Background: an optimization exercise with open tools, aiming at small area and a short achievable clock period. Do not read the settings as production practice.
The RTL was checked by simulation tests, not by an equivalence proof against the original design.
No activity file was given, so power comes from the tool's default toggle rates.

**design/flow/design.v**
```verilog
module frame_codec (
    input  wire        clk,
    input  wire        rst,           
    input  wire        cmd_valid,
    input  wire [7:0]  cmd_op,
    input  wire [7:0]  cmd_arg,       
    input  wire [63:0] cmd_value,     
    output reg         resp_valid,
    output wire [7:0]  resp_status,
    output wire [63:0] resp_data,
    output reg         pay_valid,
    output reg  [7:0]  pay_byte,
    output wire [15:0] frm_version,
    output wire [15:0] frm_flags,
    output wire [63:0] frm_sequence,
    output wire [63:0] frm_reserved
);
    localparam [1:0] S_HEADER  = 2'd0;
    localparam [1:0] S_PAYLOAD = 2'd1;
    localparam [1:0] S_RESYNC  = 2'd2;
    localparam [1:0] S_CLOSED  = 2'd3;
    localparam [3:0] R_OK        = 4'b0000;
    localparam [3:0] R_NEED_MORE = 4'b0001;
    localparam [3:0] R_HEADER_OK = 4'b0010;
    localparam [3:0] R_FRAME     = 4'b0011;
    localparam [3:0] R_INV_HDR   = 4'b0100;
    localparam [3:0] R_BAD_VER   = 4'b0101;
    localparam [3:0] R_TOO_LARGE = 4'b0110;
    localparam [3:0] R_CRC_MISM  = 4'b0111;
    localparam [3:0] R_CLOSED    = 4'b1000;
    localparam [3:0] R_ILLEGAL   = 4'b1100;
    function [31:0] crc_t;
        input [7:0] d;
        integer k;
        reg [31:0] a;
        begin
            a = {24'd0, d};
            for (k = 0; k < 8; k = k + 1)
                a = a[0] ? ((a >> 1) ^ 32'hEDB88320) : (a >> 1);
            crc_t = a;
        end
    endfunction
    function [31:0] crc_zeros;
        input [31:0] x;
        input integer n;
        integer k;
        reg [31:0] a;
        begin
            a = x;
            for (k = 0; k < 8 * n; k = k + 1)
                a = a[0] ? ((a >> 1) ^ 32'hEDB88320) : (a >> 1);
            crc_zeros = a;
        end
    endfunction
    reg [31:0] cfg_magic;
    reg [15:0] cfg_ver;
    reg [12:0] cfg_max;           
    reg [31:0] crc_acc;
    reg [1:0]  st;
    reg [12:0] cnt;               
    reg        fresh;             
    reg        zb;                
    reg        l35;               
    reg        l34;               
    reg        zc;                
    reg        r3;                
    reg        pe;                
    reg        chk_magic_bad, chk_ver_bad, chk_size_bad, chk_size_zero;
    reg        err_nz;            
    reg [1:0]  err_lo;
    reg [31:0] rx_crc;            
    reg [31:0] h_magic;
    reg [15:0] h_ver;
    reg [15:0] h_flags;
    reg [63:0] h_seq;
    reg [12:0] h_size;
    reg        h_big;             
    reg [63:0] h_resv;
    reg [31:0] h_crc;
    reg [3:0]  rs;                
    reg [31:0] rdata;             
    wire [7:0] b = cmd_arg;
    wire cv = cmd_valid;
    wire op_crc_init  = (cmd_op == 8'h01);
    wire op_crc_byte  = (cmd_op == 8'h02);
    wire op_crc_read  = (cmd_op == 8'h04);
    wire op_rx_start  = (cmd_op == 8'h30);
    wire op_rx_byte   = (cmd_op == 8'h31);
    wire op_rx_eos    = (cmd_op == 8'h32);
    wire op_cfg_read  = (cmd_op == 8'h40);
    wire op_cfg_write = (cmd_op == 8'h41);
    wire in_hdr = (st == S_HEADER);
    wire in_pay = (st == S_PAYLOAD);
    wire in_rsy = (st == S_RESYNC);
    wire in_cls = (st == S_CLOSED);
    wire [5:0] c6 = cnt[5:0];
    wire zero_b  = zb;
    wire last35  = l35;
    wire rsy3    = r3;
    wire pay_end = pe;
    wire [12:0] cnt_dec = cnt - 13'd1;
    wire magic_lo_eq = (h_magic[23:0] == cfg_magic[23:0]);
    wire magic_bad = chk_magic_bad;
    wire ver_bad   = chk_ver_bad;
    wire size_bad  = chk_size_bad;
    wire size_zero = chk_size_zero;
    wire win_match = magic_lo_eq & (b == cfg_magic[31:24]);
    wire [31:0] rx_base  = rx_crc | {32{fresh}};
    wire [31:0] rx_step  = {8'h00, rx_base[31:8]} ^ crc_t(rx_base[7:0] ^ (zero_b ? 8'h00 : b));
    wire [31:0] acc_step = {8'h00, crc_acc[31:8]} ^ crc_t(crc_acc[7:0] ^ b);
    wire        rsy_drop = rsy3 & ~win_match;
    wire [31:0] drop_w0  = crc_zeros({24'd0, h_magic[7:0]}, 4) ^
                           crc_zeros(32'hFFFFFFFF, 4) ^ crc_zeros(32'hFFFFFFFF, 3);
    wire [31:0] rx_next  = rx_step ^ (drop_w0 & {32{rsy_drop}});
    wire [31:0] crc_field_q = {h_crc[23:0], 8'h00} ^ 32'hf0958fd9 ^
        ({32{b[0]}} & 32'hdb710641) ^ ({32{b[1]}} & 32'h6d930ac3) ^
        ({32{b[2]}} & 32'hdb261586) ^ ({32{b[3]}} & 32'h6d3d2d4d) ^
        ({32{b[4]}} & 32'hda7a5a9a) ^ ({32{b[5]}} & 32'h6f85b375) ^
        ({32{b[6]}} & 32'hdf0b66ea) ^ ({32{b[7]}} & 32'h6567cb95);
    wire        ok_pay   = ({rx_crc[31:8], rx_crc[7:0] ^ b} == h_crc);
    wire [23:0] zc_vec;
    assign zc_vec[0] = ^(rx_crc & 32'h000104d1) ^ ^(b & 8'h00) ^ ^(h_crc[15:0] & 16'h0001) ^ 1'b1;
    assign zc_vec[1] = ^(rx_crc & 32'h000209a2) ^ ^(b & 8'h00) ^ ^(h_crc[15:0] & 16'h0002) ^ 1'b1;
    assign zc_vec[2] = ^(rx_crc & 32'h00041344) ^ ^(b & 8'h00) ^ ^(h_crc[15:0] & 16'h0004) ^ 1'b1;
    assign zc_vec[3] = ^(rx_crc & 32'h00082688) ^ ^(b & 8'h00) ^ ^(h_crc[15:0] & 16'h0008) ^ 1'b1;
    assign zc_vec[4] = ^(rx_crc & 32'h00104d10) ^ ^(b & 8'h00) ^ ^(h_crc[15:0] & 16'h0010) ^ 1'b1;
    assign zc_vec[5] = ^(rx_crc & 32'h00209a20) ^ ^(b & 8'h00) ^ ^(h_crc[15:0] & 16'h0020) ^ 1'b1;
    assign zc_vec[6] = ^(rx_crc & 32'h00403091) ^ ^(b & 8'h00) ^ ^(h_crc[15:0] & 16'h0040) ^ 1'b1;
    assign zc_vec[7] = ^(rx_crc & 32'h00806122) ^ ^(b & 8'h00) ^ ^(h_crc[15:0] & 16'h0080) ^ 1'b1;
    assign zc_vec[8] = ^(rx_crc & 32'h0100c245) ^ ^(b & 8'h00) ^ ^(h_crc[15:0] & 16'h0100) ^ 1'b1;
    assign zc_vec[9] = ^(rx_crc & 32'h0200805a) ^ ^(b & 8'h00) ^ ^(h_crc[15:0] & 16'h0200) ^ 1'b1;
    assign zc_vec[10] = ^(rx_crc & 32'h04000464) ^ ^(b & 8'h00) ^ ^(h_crc[15:0] & 16'h0400) ^ 1'b1;
    assign zc_vec[11] = ^(rx_crc & 32'h080008c8) ^ ^(b & 8'h00) ^ ^(h_crc[15:0] & 16'h0800) ^ 1'b1;
    assign zc_vec[12] = ^(rx_crc & 32'h10001191) ^ ^(b & 8'h00) ^ ^(h_crc[15:0] & 16'h1000) ^ 1'b1;
    assign zc_vec[13] = ^(rx_crc & 32'h20002323) ^ ^(b & 8'h00) ^ ^(h_crc[15:0] & 16'h2000) ^ 1'b1;
    assign zc_vec[14] = ^(rx_crc & 32'h40004646) ^ ^(b & 8'h00) ^ ^(h_crc[15:0] & 16'h4000) ^ 1'b1;
    assign zc_vec[15] = ^(rx_crc & 32'h80008c8c) ^ ^(b & 8'h00) ^ ^(h_crc[15:0] & 16'h8000) ^ 1'b1;
    assign zc_vec[16] = ^(rx_crc & 32'h00001dc9) ^ ^(b & 8'h01) ^ ^(h_crc[15:0] & 16'h0000) ^ 1'b1;
    assign zc_vec[17] = ^(rx_crc & 32'h00003b93) ^ ^(b & 8'h02) ^ ^(h_crc[15:0] & 16'h0000) ^ 1'b1;
    assign zc_vec[18] = ^(rx_crc & 32'h00007726) ^ ^(b & 8'h04) ^ ^(h_crc[15:0] & 16'h0000) ^ 1'b1;
    assign zc_vec[19] = ^(rx_crc & 32'h0000ee4d) ^ ^(b & 8'h08) ^ ^(h_crc[15:0] & 16'h0000) ^ 1'b1;
    assign zc_vec[20] = ^(rx_crc & 32'h0000d84b) ^ ^(b & 8'h10) ^ ^(h_crc[15:0] & 16'h0000) ^ 1'b1;
    assign zc_vec[21] = ^(rx_crc & 32'h0000b446) ^ ^(b & 8'h20) ^ ^(h_crc[15:0] & 16'h0000) ^ 1'b1;
    assign zc_vec[22] = ^(rx_crc & 32'h00006c5c) ^ ^(b & 8'h40) ^ ^(h_crc[15:0] & 16'h0000) ^ 1'b1;
    assign zc_vec[23] = ^(rx_crc & 32'h0000d8b8) ^ ^(b & 8'h80) ^ ^(h_crc[15:0] & 16'h0000) ^ 1'b1;
    wire        zc_next  = (zc_vec == 24'd0);
    wire [31:0] t_vlo    = crc_t(rx_crc[7:0] ^ 8'hd9);
    wire        ok_zero  = zc & (t_vlo[31:24] == b);
    wire v_big = (|cmd_value[63:13]) | (cmd_value[12] & (|cmd_value[11:0]));
    wire [12:0] v_max = v_big ? 13'd4096 : cmd_value[12:0];
    wire r_cfg_ok = (cmd_arg[7:2] == 6'd0);                   
    wire r_rd_ok  = r_cfg_ok | (cmd_arg == 8'h04) | (cmd_arg == 8'h10) | (cmd_arg == 8'h11);
    wire [5:0]  hdr_count   = in_pay ? 6'd36 : c6;
    wire [21:0] status_view = {hdr_count, 3'b000, err_nz, 2'b00, err_lo, 6'd0, st};
    wire [12:0] remain      = in_pay ? cnt : 13'd0;
    wire [31:0] acc_view    = crc_acc ^ {32{op_crc_read}};
    reg  [31:0] rdata_n;
    always @(*) begin
        if (op_crc_read)
            rdata_n = acc_view;
        else if (op_cfg_read) begin
            if (cmd_arg[4])
                rdata_n = cmd_arg[0] ? {19'd0, remain} : {10'd0, status_view};
            else if (cmd_arg[2])
                rdata_n = 32'd4096;
            else case (cmd_arg[1:0])
                2'd0: rdata_n = cfg_magic;
                2'd1: rdata_n = {16'd0, cfg_ver};
                2'd2: rdata_n = {19'd0, cfg_max};
                default: rdata_n = acc_view;
            endcase
        end else
            rdata_n = {19'd0, h_size};                
    end
    wire wr_cmd   = cv & op_cfg_write;
    wire wr_magic = wr_cmd & (cmd_arg == 8'h00);
    wire wr_ver   = wr_cmd & (cmd_arg == 8'h01);
    wire wr_max   = wr_cmd & (cmd_arg == 8'h02);
    wire magic_eq_now = magic_lo_eq & (h_magic[31:24] == cfg_magic[31:24]);
    wire magic_eq_new = (h_magic == cmd_value[31:0]);
    wire ver_gt_now   = (h_ver > cfg_ver);
    wire ver_gt_new   = (h_ver > cmd_value[15:0]);
    wire size_gt_now  = (h_size > cfg_max);
    wire size_gt_new  = v_big ? (h_size[12] & (|h_size[11:0])) : (h_size > cmd_value[12:0]);
    always @(posedge clk) begin
        chk_magic_bad <= ~(wr_magic ? magic_eq_new : magic_eq_now);
        chk_ver_bad   <= wr_ver ? ver_gt_new : ver_gt_now;
        chk_size_bad  <= h_big | (wr_max ? size_gt_new : size_gt_now);
        chk_size_zero <= (h_size == 13'd0);
    end
    wire cap = in_hdr | (in_rsy & (c6[5:2] == 4'd0) & (c6 != 6'd3));
    always @(posedge clk) begin
        if (cap) begin
            case (c6)
                6'd0:  h_magic[7:0]   <= b;
                6'd1:  h_magic[15:8]  <= b;
                6'd2:  h_magic[23:16] <= b;
                6'd3:  h_magic[31:24] <= b;
                6'd4:  h_ver[7:0]     <= b;
                6'd5:  h_ver[15:8]    <= b;
                6'd6:  h_flags[7:0]   <= b;
                6'd7:  h_flags[15:8]  <= b;
                6'd8:  h_seq[7:0]     <= b;
                6'd9:  h_seq[15:8]    <= b;
                6'd10: h_seq[23:16]   <= b;
                6'd11: h_seq[31:24]   <= b;
                6'd12: h_seq[39:32]   <= b;
                6'd13: h_seq[47:40]   <= b;
                6'd14: h_seq[55:48]   <= b;
                6'd15: h_seq[63:56]   <= b;
                6'd16: h_size[7:0]    <= b;
                6'd17: h_size[12:8]   <= b[4:0];
                6'd24: h_resv[7:0]    <= b;
                6'd25: h_resv[15:8]   <= b;
                6'd26: h_resv[23:16]  <= b;
                6'd27: h_resv[31:24]  <= b;
                6'd28: h_resv[39:32]  <= b;
                6'd29: h_resv[47:40]  <= b;
                6'd30: h_resv[55:48]  <= b;
                6'd31: h_resv[63:56]  <= b;
                6'd32: h_crc[7:0]     <= b;
                6'd33: h_crc[15:8]    <= b;
                6'd34: h_crc[23:16]   <= b;
                default: ;
            endcase
        end
        if (in_hdr && c6 == 6'd17)
            h_big <= |b[7:5];
        if (cv && op_rx_byte && in_hdr && c6 >= 6'd18 && c6 <= 6'd23)
            h_big <= h_big | (|b);
        if (cv && op_rx_byte && l34)
            zc <= zc_next;
        if (cv && op_rx_byte && last35)
            h_crc <= crc_field_q;
        if (cv && op_rx_byte && rsy3) begin
            if (win_match)
                h_magic[31:24] <= b;
            else
                h_magic[23:0] <= {b, h_magic[23:8]};
        end
    end
    always @(posedge clk) begin
        resp_valid <= cv;
        pay_valid  <= cv & op_rx_byte & in_pay;
        pay_byte   <= b;
        rdata      <= rdata_n;
        rs         <= R_ILLEGAL;
        if (cv) begin
            if (op_crc_init) begin
                crc_acc <= 32'hFFFFFFFF;
                rs <= R_OK;
            end
            if (op_crc_byte) begin
                crc_acc <= acc_step;
                rs <= R_OK;
            end
            if (op_crc_read)
                rs <= R_OK;
            if (op_cfg_read)
                rs <= r_rd_ok ? R_OK : R_ILLEGAL;
            if (op_cfg_write) begin
                rs <= r_cfg_ok ? R_OK : R_ILLEGAL;
                if (cmd_arg == 8'h00) cfg_magic <= cmd_value[31:0];
                if (cmd_arg == 8'h01) cfg_ver   <= cmd_value[15:0];
                if (cmd_arg == 8'h02) cfg_max   <= v_max;
                if (cmd_arg == 8'h03) crc_acc   <= cmd_value[31:0];
            end
            if (op_rx_start) begin
                st     <= S_HEADER;
                cnt    <= 13'd0;
                fresh  <= 1'b1;
                {zb, l35, l34, r3, pe} <= 5'b00000;
                err_nz <= 1'b0;
                err_lo <= 2'd0;
                rs     <= R_OK;
            end
            if (op_rx_eos) begin
                st    <= S_CLOSED;
                cnt   <= 13'd0;
                fresh <= 1'b1;
                {zb, l35, l34, r3, pe} <= 5'b00000;
                rs    <= R_CLOSED;
            end
            if (op_rx_byte) begin
                if (!in_cls)
                    rx_crc <= rx_next;
                if (in_cls) begin
                    rs <= R_CLOSED;
                end else if (in_pay) begin
                    if (pay_end) begin
                        cnt   <= 13'd0;
                        fresh <= 1'b1;
                        pe    <= 1'b0;
                        if (ok_pay) begin
                            st <= S_HEADER;
                            rs <= R_FRAME;
                        end else begin
                            st <= S_RESYNC; err_nz <= 1'b1; err_lo <= 2'd3; rs <= R_CRC_MISM;
                        end
                    end else begin
                        cnt   <= cnt_dec;
                        fresh <= 1'b0;
                        pe    <= (cnt == 13'd2);
                        rs    <= R_NEED_MORE;
                    end
                end else begin
                    rs <= R_NEED_MORE;
                    if (rsy3) begin
                        if (win_match) begin
                            cnt   <= 13'd4;
                            fresh <= 1'b0;
                            r3    <= 1'b0;
                            st    <= S_HEADER;
                        end
                    end else if (last35) begin
                        cnt   <= 13'd0;
                        fresh <= 1'b1;
                        {zb, l35, l34} <= 3'b000;
                        if (magic_bad) begin
                            st <= S_RESYNC; err_nz <= 1'b1; err_lo <= 2'd0; rs <= R_INV_HDR;
                        end else if (ver_bad) begin
                            st <= S_RESYNC; err_nz <= 1'b1; err_lo <= 2'd1; rs <= R_BAD_VER;
                        end else if (size_bad) begin
                            st <= S_RESYNC; err_nz <= 1'b1; err_lo <= 2'd2; rs <= R_TOO_LARGE;
                        end else if (!size_zero) begin
                            cnt   <= h_size;
                            fresh <= 1'b0;
                            pe    <= (h_size == 13'd1);
                            st    <= S_PAYLOAD;
                            rs    <= R_HEADER_OK;
                        end else if (ok_zero) begin
                            rs <= R_FRAME;
                        end else begin
                            st <= S_RESYNC; err_nz <= 1'b1; err_lo <= 2'd3; rs <= R_CRC_MISM;
                        end
                    end else begin
                        cnt   <= {7'd0, c6 + 6'd1};
                        fresh <= 1'b0;
                        zb    <= in_hdr & (c6 >= 6'd31);
                        l35   <= in_hdr & (c6 == 6'd34);
                        l34   <= in_hdr & (c6 == 6'd33);
                        r3    <= in_rsy & (c6 == 6'd2);
                    end
                end
            end
        end
        if (rst) begin
            cfg_magic  <= 32'h44535746;
            cfg_ver    <= 16'd1;
            cfg_max    <= 13'd4096;
            crc_acc    <= 32'hFFFFFFFF;
            st         <= S_HEADER;
            cnt        <= 13'd0;
            fresh      <= 1'b1;
            {zb, l35, l34, r3, pe} <= 5'b00000;
            err_nz     <= 1'b0;
            err_lo     <= 2'd0;
            resp_valid <= 1'b0;
            pay_valid  <= 1'b0;
        end
    end
    assign resp_status = {2'b00, rs[3], rs[2], 2'b00, rs[1], rs[0]};
    assign resp_data   = {32'd0, rdata};
    assign frm_version  = h_ver;
    assign frm_flags    = h_flags;
    assign frm_sequence = h_seq;
    assign frm_reserved = h_resv;
endmodule
```
**design/flow/flow/run.sh**
```bash
#!/bin/bash
set -euo pipefail
bash standard.sh finish "BUFFER_PORTS_ARGS=-buffer_cell sky130_fd_sc_hd__buf_1" > make.log 2>&1
```
**design/flow/standard.sh**
```bash
#!/bin/bash
# synth_recipe.tcl (not shown) runs the flow's synth.tcl, then flattens the netlist and writes it again
# the make line also repeats each setting of config.mk as NAME=value (left out here)
make -C /OpenROAD-flow-scripts/flow DESIGN_CONFIG=/design/flow/config.mk WORK_HOME=/design/flow/orfs CLKGATE_MAP_FILE= SYNTH_SCRIPT=/design/flow/synth_recipe.tcl "${@:-finish}"
```
**design/flow/config.mk**
```make
export PLATFORM = sky130hd
export DESIGN_NAME = frame_codec
export DESIGN_NICKNAME = frame_codec
export VERILOG_FILES = /design/flow/design.v
export SDC_FILE = /design/flow/constraint.sdc
export NUM_CORES = 4
export LEC_CHECK = 0
export CAP_MARGIN = 10
export CORE_MARGIN = 2
export CORE_UTILIZATION = 55
export CTS_BUF_LIST = sky130_fd_sc_hd__clkbuf_4 sky130_fd_sc_hd__clkbuf_8
export CTS_CLUSTER_SIZE = 12
export SETUP_SLACK_MARGIN = 2.6
export SLEW_MARGIN = 10
```
**design/flow/constraint.sdc**
```tcl
create_clock -name core_clock -period 5.0 [get_ports {clk}]
set_input_delay 1.0000 -clock core_clock [delete_from_list [all_inputs] [get_ports {clk}]]
set_output_delay 1.0000 -clock core_clock [all_outputs]
set_load 0.01 [all_outputs]
```
==> qor.yml, run 1 <==
power_and_ir_drop:
  peakVddDrop_mv: 0.279
  p_leak_nw: 10.9
  power_mw: 8.94
  power_density_mw_per_mm2: 293
routing:
  first_pass_iters: 6
  wl_per_cell_um: 26.8
  wl_mm: 95.5
  vias_per_cell: 6.21
  dr_wl_met2_mm: 42.0
  drc: 0
  first_iter_violations: 2638
  via_count: 22200
  top_layer: "met5"
  antenna_left: 0
  wl_met3_mm: 11.7
  wl_met1_mm: 37.2
grt:
  grt_antenna_before_repair: 2
  grt_pass1_wl_mm: 137
  grt_max_degree: 91
  gr-total-overflow: 0
  track_usage_pct: 39.6
  grt_pass1_vias: 21000
placed_design:
  dpl.cell_count: 3302
  place.gp.congestion: 0.985
  portBuffers: 288
  dp_hpwl_mm: 65.6
clock_tree:
  worst_skew_pair.late_latency_ps: 710
  tritoncts: "yes"
  cts_root_buffer: "clkbuf_8"
  cts_made_buffers: 78
  hold_buffers: 0
  clock_path_buffers: 3
  htreeDepth: 3
  path_clk_slew_ps: 60
  cts_num_sinks: 438
floorplanning:
  die_h_um: 216
  start_util_pct: 55.9
  rows: 77
  ios: 325
  die_w_um: 216
  die_area_sq_mm: 0.0468
  coreArea_sq_mm: 0.0443
timing:
  fmax_ghz: 0.402
  slew_viol_final: 0
  rsz0062_at_grt: "true"
  skew_ps: 49.2
  tightest_slew_ps: 922
  setup_tns_ps: 0
  hold_ws_ps: 482
  slew_headroom_pct: 38.6
  fin_crit_ps: 2490
  setup_violations: 0
  fin_crit_sh_pct: 49.8
  hold_violations: 0
final_layout:
  finalNonFillerCells: 3566
  final_cell_mix: "315 x xnor2_1, 264 x buf_1, 243 x nand2_1, 239 x edfxtp_1, 180 x dfxtp_1"
  final_common_cell: "xnor2_1"
  drive_gt1_share_pct: 18.2
  syn2layout_area_growth_pct: 23.0
  fin_nets: 3071
logic_synthesis:
  synth_warnings: 1
  ys_async_sr_fraction_pct: 0
  synthDistinctLibCells: 83
  synth_edf_count: 239
  syn_inst: 2529
  synth_seq_cells: 438
  synth.avg_cell_area_sq_um: 9.80
  ys.flop_type: "edfxtp_1"
  ys_seq_area_share_pct: 45.0
  synth_area_sq_mm: 0.0248
setup_path:
  path_max_fanout: 22
  critPathKind: "input port to flip-flop"
  cp-start-kind: "input port"
  arrival_ps: 3050
  cp-end-kind: "flip-flop"
  cp.required_ps: 5570
worst_hold_path:
  hold_class: "flip-flop to flip-flop"
flow_run:
  maxCapViolCount: 0
status:
  status: "complete, no violations"
[metal layers]
metal | vias up | global-route usage, %
met5 | - | 0
met4 | 2 | 17.9
met3 | 297 | 10.2
met2 | 1518 | 59.3
met1 | 10800 | 54.1
li1 | 9556 | -
[critical path: stages]
cell       delay (ps)
clkbuf_4          250
buf_12            280
xor2_4            250
xor2_1            120
a221o_1           350
o41ai_4           290
buf_4             190
nor3_2             40
a2111oi_4         190
nor3_1             80
[timing repair]
action | CTS | global route
setup buffers | 78 | 40
pin swaps | 25 | 32
resized for setup | 108 | 93
gates cloned | 8 | 0
endpoints found under the setup margin | 348 | 175
[layout make-up]
class | instances | area [sq um]
multi-input combinational | 1877 | 13800
timing repair buffer | 451 | 2740
clock inverter | 25 | 265
sequential | 438 | 11200
inverter | 68 | 342
tap | 592 | 741
clock buffer | 112 | 1400
timing repair inverter | 2 | 15.0
fill | 3497 | 13800
antenna | 1 | 2.50
[power breakdown]
group,total (mW),switching [mW],internal [mW]
logic,1.35,0.784,0.568
registers,3.93,0.0786,3.85
clock network,3.66,1.64,2.02
total,8.94,2.50,6.44
[sequential cells by signal (all words and copies together), names as in the netlist, 16 cells and up]
| register | cells |
|---|---|
| rdata | 32 |
| crc_acc | 32 |
| h_seq | 64 |
| rx_crc | 32 |
| cfg_ver | 16 |
| h_resv | 64 |
| h_crc | 32 |
| h_magic | 32 |
| h_ver | 16 |
| cfg_magic | 32 |
| h_flags | 16 |
[Yosys cell counts (49+ instances only)]
cell type | n | share of area, %
xor2_1 | 149 | 5.3
a21oi_1 | 168 | 3.4
o21ai_0 | 93 | 1.9
inv_1 | 59 | 0.89
clkbuf_1 | 104 | 1.6
nor2_1 | 172 | 2.6
ha_1 | 72 | 3.6
nand2_1 | 275 | 4.2
xnor2_1 | 354 | 13
edfxtp_1 | 239 | 29
dfxtp_1 | 199 | 16
nand3_1 | 49 | 0.99
[stage by stage]
stage	worst slack, ps	area, sq um	util (%)
after detailed placement	1030	26800	60.5
after CTS	2600	29800	67.1
final	2510	30500	68.8
after floorplan	2100	25900	-
after global routing	2420	30500	68.8
after global placement	1110	26800	60.5
[cells by family after synthesis]
logic type	count (synthesis)	synth area share [%]
other cells	1	0.0151
xor+xnor	531	20.1
simple gates	752	14.3
fa+ha+maj	72	3.64
mux	12	0.530
buf+inv	253	4.65
flops	438	45.0
compound gates	470	11.7
[worst paths after layout]
check	startpoint	endpoint	slack, ps	depth (start not counted)
max	cmd_arg[4]	err_lo[1]$_SDFFE_PP0P_	2510	10
min	l34$_SDFFE_PP0P_	l34$_SDFFE_PP0P_	480	1
max reg2reg	rx_crc[16]$_DFFE_PP_	err_lo[1]$_SDFFE_PP0P_	2540	8
min reg2reg	l34$_SDFFE_PP0P_	l34$_SDFFE_PP0P_	480	1
==> run 2: changes to the inputs <==
--- a/design/flow/config.mk
+++ b/design/flow/config.mk
@@ -5,10 +5,10 @@
 export SDC_FILE = /design/flow/constraint.sdc
 export NUM_CORES = 4
 export LEC_CHECK = 0
-export CAP_MARGIN = 10
+export CAP_MARGIN = 0
 export CORE_MARGIN = 2
 export CORE_UTILIZATION = 55
 export CTS_BUF_LIST = sky130_fd_sc_hd__clkbuf_4 sky130_fd_sc_hd__clkbuf_8
 export CTS_CLUSTER_SIZE = 12
 export SETUP_SLACK_MARGIN = 2.6
-export SLEW_MARGIN = 10
+export SLEW_MARGIN = 0
==> qor.yml, run 2 <==
logic_synthesis:
  synth_mux_area_share_pct: 0.530  # unchanged
  synth_seq_cells: 438  # unchanged
  synth_fa_ha_area_share_pct: 3.64  # unchanged
  synth_top_family_by_area: "XOR/XNOR gates"  # unchanged
  synthSimpleGateAreaFrac_pct: 14.3  # unchanged
  ys_async_sr_fraction_pct: 0  # unchanged
  synth_xor_area_share_pct: 20.1  # unchanged
  synth_area_sq_mm: 0.0248  # unchanged
  netlist.top_cell.by_area: "edfxtp_1"  # unchanged
  synth_compound_area_share_pct: 11.7  # unchanged
  syn_inst: 2529  # unchanged
  yosysTopAreaCellShare_pct: 29.0  # unchanged
  synth_edf_count: 239  # unchanged
  yosys.cell_count.top_type: "xnor2_1"  # unchanged
  ys.flop_type: "edfxtp_1"  # unchanged
  synth.avg_cell_area_sq_um: 9.80  # unchanged
  synthTopCellsByCount: "354 x xnor2_1, 275 x nand2_1, 239 x edfxtp_1"  # unchanged
  synth_warnings: 1  # unchanged
  ys_seq_area_share_pct: 45.0  # unchanged
  synthDistinctLibCells: 83  # unchanged
  ys_top_cells_by_area: "edfxtp_1 29%, dfxtp_1 16%, xnor2_1 13%, xor2_1 5.3%, nand2_1 4.2%"  # unchanged
clock_tree:
  worst_skew_pair.late_latency_ps: 710  # about the same
  hold_buffers: 0  # unchanged
  path_clk_slew_ps: 60  # about the same
  clock_path_buffers: 3  # unchanged
  tritoncts: "yes"  # unchanged
  cts_root_buffer: "clkbuf_8"  # unchanged
  htreeDepth: 3  # unchanged
  cts_num_sinks: 438  # unchanged
  cts_made_buffers: 78  # unchanged
setup_path:
  cp-end-kind: "flip-flop"  # unchanged
  path_max_fanout: 22  # unchanged
  critPathTopFamily: "compound AO/OA/AOI/OAI gates"  # unchanged
  ff2ff_setup_slack_ps: 2540  # about the same
  arrival_ps: 3050  # about the same
  crit_buf_inv: 3  # unchanged
  crit_slowest_cell: "a221o_1"  # unchanged
  cp-start-kind: "input port"  # unchanged
  path_cells: "clkbuf_4 -> buf_12 -> xor2_4 -> xor2_1 -> a221o_1 -> o41ai_4 -> buf_4 -> nor3_2 -> a2111oi_4 -> nor3_1"  # unchanged
  slowest_delay_ps: 350  # about the same
  cp.required_ps: 5570  # about the same
  critPathKind: "input port to flip-flop"  # unchanged
status:
  status: "complete, no violations"  # unchanged
timing:
  setup_violations: 0  # unchanged
  fmax_ghz: 0.402  # unchanged
  setup_tns_ps: 0  # unchanged
  slew_viol_final: 0  # unchanged
  hold_violations: 0  # unchanged
  tightest_slew_ps: 922  # unchanged
  fin_crit_ps: 2490  # unchanged
  slew_headroom_pct: 38.6  # unchanged
  skew_ps: 49.2  # unchanged
  fin_crit_sh_pct: 49.8  # unchanged
  rsz0062_at_grt: "true"  # unchanged
placed_design:
  placed_cell_area_sq_mm: 0.0268  # unchanged
  portBuffers: 288  # unchanged
  dp_hpwl_mm: 65.6  # unchanged
  place.gp.congestion: 0.985  # unchanged
routing:
  antenna_left: 0  # unchanged
  via_count: 22200  # unchanged
  vias_per_cell: 6.21  # unchanged
  wl_mm: 95.5  # unchanged
  drc: 0  # unchanged
  first_pass_iters: 6  # unchanged
  first_iter_violations: 2638  # unchanged
  wl_per_cell_um: 26.8  # unchanged
final_layout:
  final_common_cell: "xnor2_1"  # unchanged
  syn2layout_area_growth_pct: 23.0  # unchanged
  final_area_sq_mm: 0.0305  # unchanged
  final_cell_mix: "315 x xnor2_1, 264 x buf_1, 243 x nand2_1, 239 x edfxtp_1, 180 x dfxtp_1"  # unchanged
  fin_nets: 3071  # unchanged
  drive_gt1_share_pct: 18.2  # unchanged
  reg_top3: "h_resv (64), h_seq (64)"  # unchanged
  multi_input_area_sq_mm: 0.0138  # unchanged
  fill_cells: 3497  # unchanged
  seqCellArea_sq_mm: 0.0112  # unchanged
power_and_ir_drop:
  p_leak_nw: 10.9  # unchanged
  power_density_mw_per_mm2: 293  # unchanged
  peakVddDrop_mv: 0.279  # unchanged
  power_mw: 8.94  # unchanged
floorplanning:
  die_area_sq_mm: 0.0468  # unchanged
  die_w_um: 216  # unchanged
  coreArea_sq_mm: 0.0443  # unchanged
  ios: 325  # unchanged
  die_h_um: 216  # unchanged
  start_util_pct: 55.9  # unchanged
  rows: 77  # unchanged
grt:
  grt_pass1_wl_mm: 137  # unchanged
  grt_max_degree: 91  # unchanged
  grt_pass1_vias: 21000  # unchanged
  gr-total-overflow: 0  # unchanged
  track_usage_pct: 39.6  # unchanged
  grt_antenna_before_repair: 2  # unchanged
flow_run:
  maxCapViolCount: 0  # unchanged
worst_hold_path:
  hold_class: "flip-flop to flip-flop"  # unchanged
## run 2: cell counts after synthesis
Identical to the previous run, type by type.
## run 2: timing repair
item,in CTS,in global routing
cloned,8,0
pin swaps,25,32
gates resized for setup,108,93
setup buffers,78,40
endpoints found under the setup margin,348,175
## run 2: worst paths after layout
check                                          start                      to  cells after the start
worst min-delay path                l34$_SDFFE_PP0P_        l34$_SDFFE_PP0P_                      1
worst max register to register  rx_crc[16]$_DFFE_PP_  err_lo[1]$_SDFFE_PP0P_                      8
worst min register to register      l34$_SDFFE_PP0P_        l34$_SDFFE_PP0P_                      1
worst max-delay path                      cmd_arg[4]  err_lo[1]$_SDFFE_PP0P_                     10
## run 2: cell families (layout without fill, tap and decap cells)
kind of cell / Yosys count / in the layout
and+or+nand+nor: 752 / 754
xor gates and xnor gates: 531 / 531
AOI/OAI and AO/OA: 470 / 472
DFF: 438 / 438
buffers and inverters: 253 / 658
adders and majority gates: 72 / 72
muxes: 12 / 12
other: 1 / 37
## run 2: per-layer routing
| layer | up-vias | track usage, % | share of wire (%) |
|---|---|---|---|
| met5 | - | 0 | 0.014 |
| met2 | 1518 | 59.3 | 44 |
| li1 | 9556 | - | - |
| met3 | 297 | 10.2 | 12 |
| met1 | 10800 | 54.1 | 39 |
| met4 | 2 | 17.9 | 4.8 |
## run 2: worst reg2reg max path: cells and delay by family (launching register included)
family                    cells  cell delay [ps]
DFF                           1              500
and+or+nand+nor               5              900
xor gates and xnor gates      1              210
AOI/OAI and AO/OA             2              710
## run 2: layout make-up
class | instances | share of cell area, %
clock buffer | 112 | 4.58
sequential | 438 | 36.7
inverter | 68 | 1.12
timing repair buffer | 451 | 8.98
antenna | 1 | 0.00821
timing repair inverter | 2 | 0.0493
clock inverter | 25 | 0.870
multi-input combinational | 1877 | 45.2
tap | 592 | 2.43
## run 2: report_power, final
part	internal [mW]	leakage [nW]	switching (mW)
clock network	2.02	0.880	1.64
logic	0.568	6.20	0.784
registers	3.85	3.78	0.0786
## run 2: through the flow
step	utilization, %	setup WS [ps]	std cells	hold WS (ps)
global placement	60.5	1110	3302	460
CTS	67.1	2600	3525	479
global route	68.8	2420	3565	513
finish	68.8	2510	3566	482
detailed placement	60.5	1030	3302	464
floorplan	-	2100	2564	440
==> run 3: changes to the inputs <==
==> design/flow/config.mk (replaced) <==
export PLATFORM = sky130hd
export DESIGN_NAME = frame_codec
export DESIGN_NICKNAME = frame_codec
export VERILOG_FILES = /design/flow/design.v
export SDC_FILE = /design/flow/constraint.sdc
export NUM_CORES = 4
export LEC_CHECK = 0
export CAP_MARGIN = 10
export CORE_MARGIN = 2
export CORE_UTILIZATION = 55
export CTS_BUF_LIST = sky130_fd_sc_hd__clkbuf_4 sky130_fd_sc_hd__clkbuf_8
export CTS_CLUSTER_SIZE = 12
export SETUP_SLACK_MARGIN = 2.5
export SLEW_MARGIN = 10
==> qor.yml, run 3 <==
logic_synthesis:
  synthDistinctLibCells: 83  # unchanged
  synth.avg_cell_area_sq_um: 9.80  # unchanged
  syn_inst: 2529  # unchanged
  synth_warnings: 1  # unchanged
  synth_edf_count: 239  # unchanged
  ys.flop_type: "edfxtp_1"  # unchanged
  synthTopCellsByCount: "354 x xnor2_1, 275 x nand2_1, 239 x edfxtp_1"  # unchanged
  synth_seq_cells: 438  # unchanged
  yosysTopAreaCellShare_pct: 29.0  # unchanged
  yosys.cell_count.top_type: "xnor2_1"  # unchanged
  ys_seq_area_share_pct: 45.0  # unchanged
  ys_async_sr_fraction_pct: 0  # unchanged
  synth_area_sq_mm: 0.0248  # unchanged
  netlist.top_cell.by_area: "edfxtp_1"  # unchanged
  ys_top_cells_by_area: "edfxtp_1 29%, dfxtp_1 16%, xnor2_1 13%, xor2_1 5.3%, nand2_1 4.2%"  # unchanged
setup_path:
  arrival_ps: 2900  # was 3050 ps
  critPathTopFamily: "simple AND/OR/NAND/NOR gates"  # was compound AO/OA/AOI/OAI gates
  slowest_delay_ps: 420  # was 350 ps
  timing.rr.start: "rx_crc[4]$_DFFE_PP_"  # was rx_crc[16]$_DFFE_PP_
  cp.required_ps: 5370  # was 5570 ps
  critPathKind: "input port to flip-flop"  # unchanged
  cp-start-kind: "input port"  # unchanged
  path_max_fanout: 16  # was 22
  crit_buf_inv: 4  # was 3
  cp-end-kind: "flip-flop"  # unchanged
  crit_slowest_cell: "nor4b_4"  # was a221o_1
  worstSetupStartpoint: "cmd_op[1]"  # was cmd_arg[4]
  path_cells: "clkbuf_4 -> nor4b_4 -> buf_4 -> nand2_4 -> nor2_4 -> nand2_1 -> clkinvlp_4 -> buf_12"  # was clkbuf_4 -> buf_12 -> xor2_4 -> xor2_1 -> a221o_1 -> o41ai_4 -> buf_4 -> nor3_2 -> a2111oi_4 -> nor3_1
timing:
  setup_tns_ps: 0  # unchanged
  fin_crit_sh_pct: 50.4  # was 49.8%
  slew_viol_final: 0  # unchanged
  rsz0062_at_grt: "true"  # unchanged
  tightest_slew_ps: 999  # was 922 ps
  fmax_ghz: 0.397  # was 0.402 GHz
  setup_violations: 0  # unchanged
  skew_ps: 43.4  # was 49.2 ps
  slew_headroom_pct: 33.2  # was 38.6%
  fin_crit_ps: 2520  # was 2490 ps
  hold_violations: 0  # unchanged
final_layout:
  final_cell_mix: "326 x xnor2_1, 270 x buf_1, 260 x nand2_1, 239 x edfxtp_1, 181 x dfxtp_1"  # was 315 x xnor2_1, 264 x buf_1, 243 x nand2_1, 239 x edfxtp_1, 180 x dfxtp_1
  reg_top3: "h_resv (64), h_seq (64)"  # unchanged
  final_area_sq_mm: 0.0296  # was 0.0305 sq mm
  syn2layout_area_growth_pct: 19.5  # was 23.0%
  fill_cells: 3618  # was 3497
  drive_gt1_share_pct: 15.9  # was 18.2%
  final_common_cell: "xnor2_1"  # unchanged
  fin_nets: 3034  # was 3071
  finalNonFillerCells: 3535  # was 3566
  final_util_pct: 66.8  # was 68.8%
floorplanning:
  coreArea_sq_mm: 0.0443  # unchanged
  die_h_um: 216  # unchanged
  start_util_pct: 55.9  # unchanged
  ios: 325  # unchanged
  die_w_um: 216  # unchanged
  rows: 77  # unchanged
  die_area_sq_mm: 0.0468  # unchanged
clock_tree:
  worst_skew_pair.late_latency_ps: 710  # about the same
  hold_buffers: 0  # unchanged
  cts_root_buffer: "clkbuf_8"  # unchanged
  clock_path_buffers: 3  # unchanged
  cts_made_buffers: 76  # was 78
  htreeDepth: 3  # unchanged
  tritoncts: "yes"  # unchanged
  cts_num_sinks: 438  # unchanged
  path_clk_slew_ps: 60  # about the same
routing:
  antenna_left: 0  # unchanged
  vias_per_cell: 6.12  # was 6.21
  first_pass_iters: 8  # was 6
  first_iter_violations: 2772  # was 2638
  drc: 0  # unchanged
  wl_per_cell_um: 26.4  # was 26.8 um
  wl_mm: 93.3  # was 95.5 mm
  via_count: 21600  # was 22200
placed_design:
  dpl.cell_count: 3305  # was 3302
  dp_hpwl_mm: 65.2  # was 65.6 mm
  portBuffers: 288  # unchanged
  placed_cell_area_sq_mm: 0.0267  # was 0.0268 sq mm
  place.gp.congestion: 1.02  # was 0.985
worst_hold_path:
  hp-start: "cfg_magic[23]$_SDFFE_PP0P_"  # was l34$_SDFFE_PP0P_
  hold_class: "flip-flop to flip-flop"  # unchanged
grt:
  grt_max_degree: 78  # was 91
  grt_pass1_vias: 21000  # about the same
  grt_pass1_wl_mm: 135  # was 137 mm
  grt_antenna_before_repair: 3  # was 2
  gr-total-overflow: 0  # unchanged
  track_usage_pct: 39.0  # was 39.6%
status:
  status: "complete, no violations"  # unchanged
power_and_ir_drop:
  peakVddDrop_mv: 0.378  # was 0.279 mV
  p_leak_nw: 10.5  # was 10.9 nW
  power_mw: 8.80  # was 8.94 mW
  power_density_mw_per_mm2: 297  # was 293 mW/mm^2
flow_run:
  maxCapViolCount: 0  # unchanged
[run 3: cell types whose count changed in the layout (fill, tap and decap cells not counted), moves of 5 or more]
cell / delta
clkinv_2: +11
xnor2_1: +11
nand2_1: +17
buf_1: +6
buf_12: -9
nand2_2: -16
buf_2: -5
xnor2_2: -7
buf_4: -21
[run 3: repair_timing]
item                                    CTS  global route
endpoints found under the setup margin  300           165
resized for setup                        50            80
buffers inserted                         52            31
cloned                                    4             1
pin swaps                                11            12
[run 3: where the power goes]
part / leakage (nW) / switching (mW) / internal (mW) / total [mW]
clock network: 0.884 / 1.64 / 1.93 / 3.57
logic: 5.85 / 0.762 / 0.539 / 1.30
registers: 3.78 / 0.0798 / 3.85 / 3.93
total: 10.5 / 2.48 / 6.32 / 8.80
[run 3: final timing paths]
path                                      to  slack, ps  cells past startpoint
setup / recovery        rx_crc[25]$_DFFE_PP_       2480                      8
hold / removal    cfg_magic[23]$_SDFFE_PP0P_        490                      2
setup reg to reg         err_nz$_SDFFE_PP0P_       2520                      9
hold reg to reg   cfg_magic[23]$_SDFFE_PP0P_        490                      2
[run 3: layout make-up]
type / count / area [sq um] / share of cell area, %
diodes: 3 / 7.51 / 0.0253
clock buffers: 102 / 1280 / 4.34
clock inverters: 37 / 362 / 1.22
inverters: 68 / 308 / 1.04
multi-input cells: 1876 / 13500 / 45.5
flip-flops and latches: 438 / 11200 / 37.8
well taps: 592 / 741 / 2.50
repair buffers: 417 / 2250 / 7.58
repair inverters: 2 / 15.0 / 0.0507
[run 3: per-stage QoR]
stage / worst slack (ps) / hold WS [ps]
5_1_grt: 2420 / 504
3_3_place_gp: 1210 / 471
2_1_floorplan: 2100 / 440
3_5_place_dp: 1080 / 483
4_1_cts: 2420 / 492
6_report: 2480 / 492
[run 3: logic make-up after synthesis]
group           Yosys count  share of synthesized area, %
buf+inv                 253                          4.65
compound gates          470                          11.7
other cells               1                        0.0151
fa+ha+maj                72                          3.64
simple gates            752                          14.3
flops                   438                          45.0
xor+xnor                531                          20.1
mux                      12                         0.530
[run 3: per-layer routing]
| metal | vias to the layer above | wire length [um] | GRT usage [%] |
|---|---|---|---|
| li1 | 9474 | - | - |
| met1 | 10400 | 35500 | 50.4 |
| met2 | 1425 | 41400 | 59.9 |
| met3 | 317 | 11300 | 11.3 |
| met4 | 4 | 5040 | 19.4 |
| met5 | - | 110 | 1.04 |
[run 3: tightest hold or removal path, delay by kind of cell (launching register included)]
kind            cells  cell delay (ps)
simple gates        1               60
compound gates      1               50
flops               1              330

[re-timing with driven ports]
The results above use ideal ports. As a check the final layouts listed here were re-extracted and re-timed, cells and wires unchanged.
Step 1: set_driving_cell puts a clkbuf_16 on clk and a buf_2 on each other input, an assumption about the parent block.
Step 2 also shifts input and output timing later by t, the mid clock arrival at the registers, as if the neighbouring blocks saw the same clock.
Three values: ideal, step 1, step 2; two values: the first two.
run	shift t [ns]	slack for setup (ns)	pins driven straight from the clock port
run 1	0.736	2.512 / 2.484 / 1.747	1
run 2	0.736	2.512 / 2.484 / 1.747	1
run 3	0.752	2.478 / 2.513 / 1.760	1
After both steps every run listed still meets setup and hold.
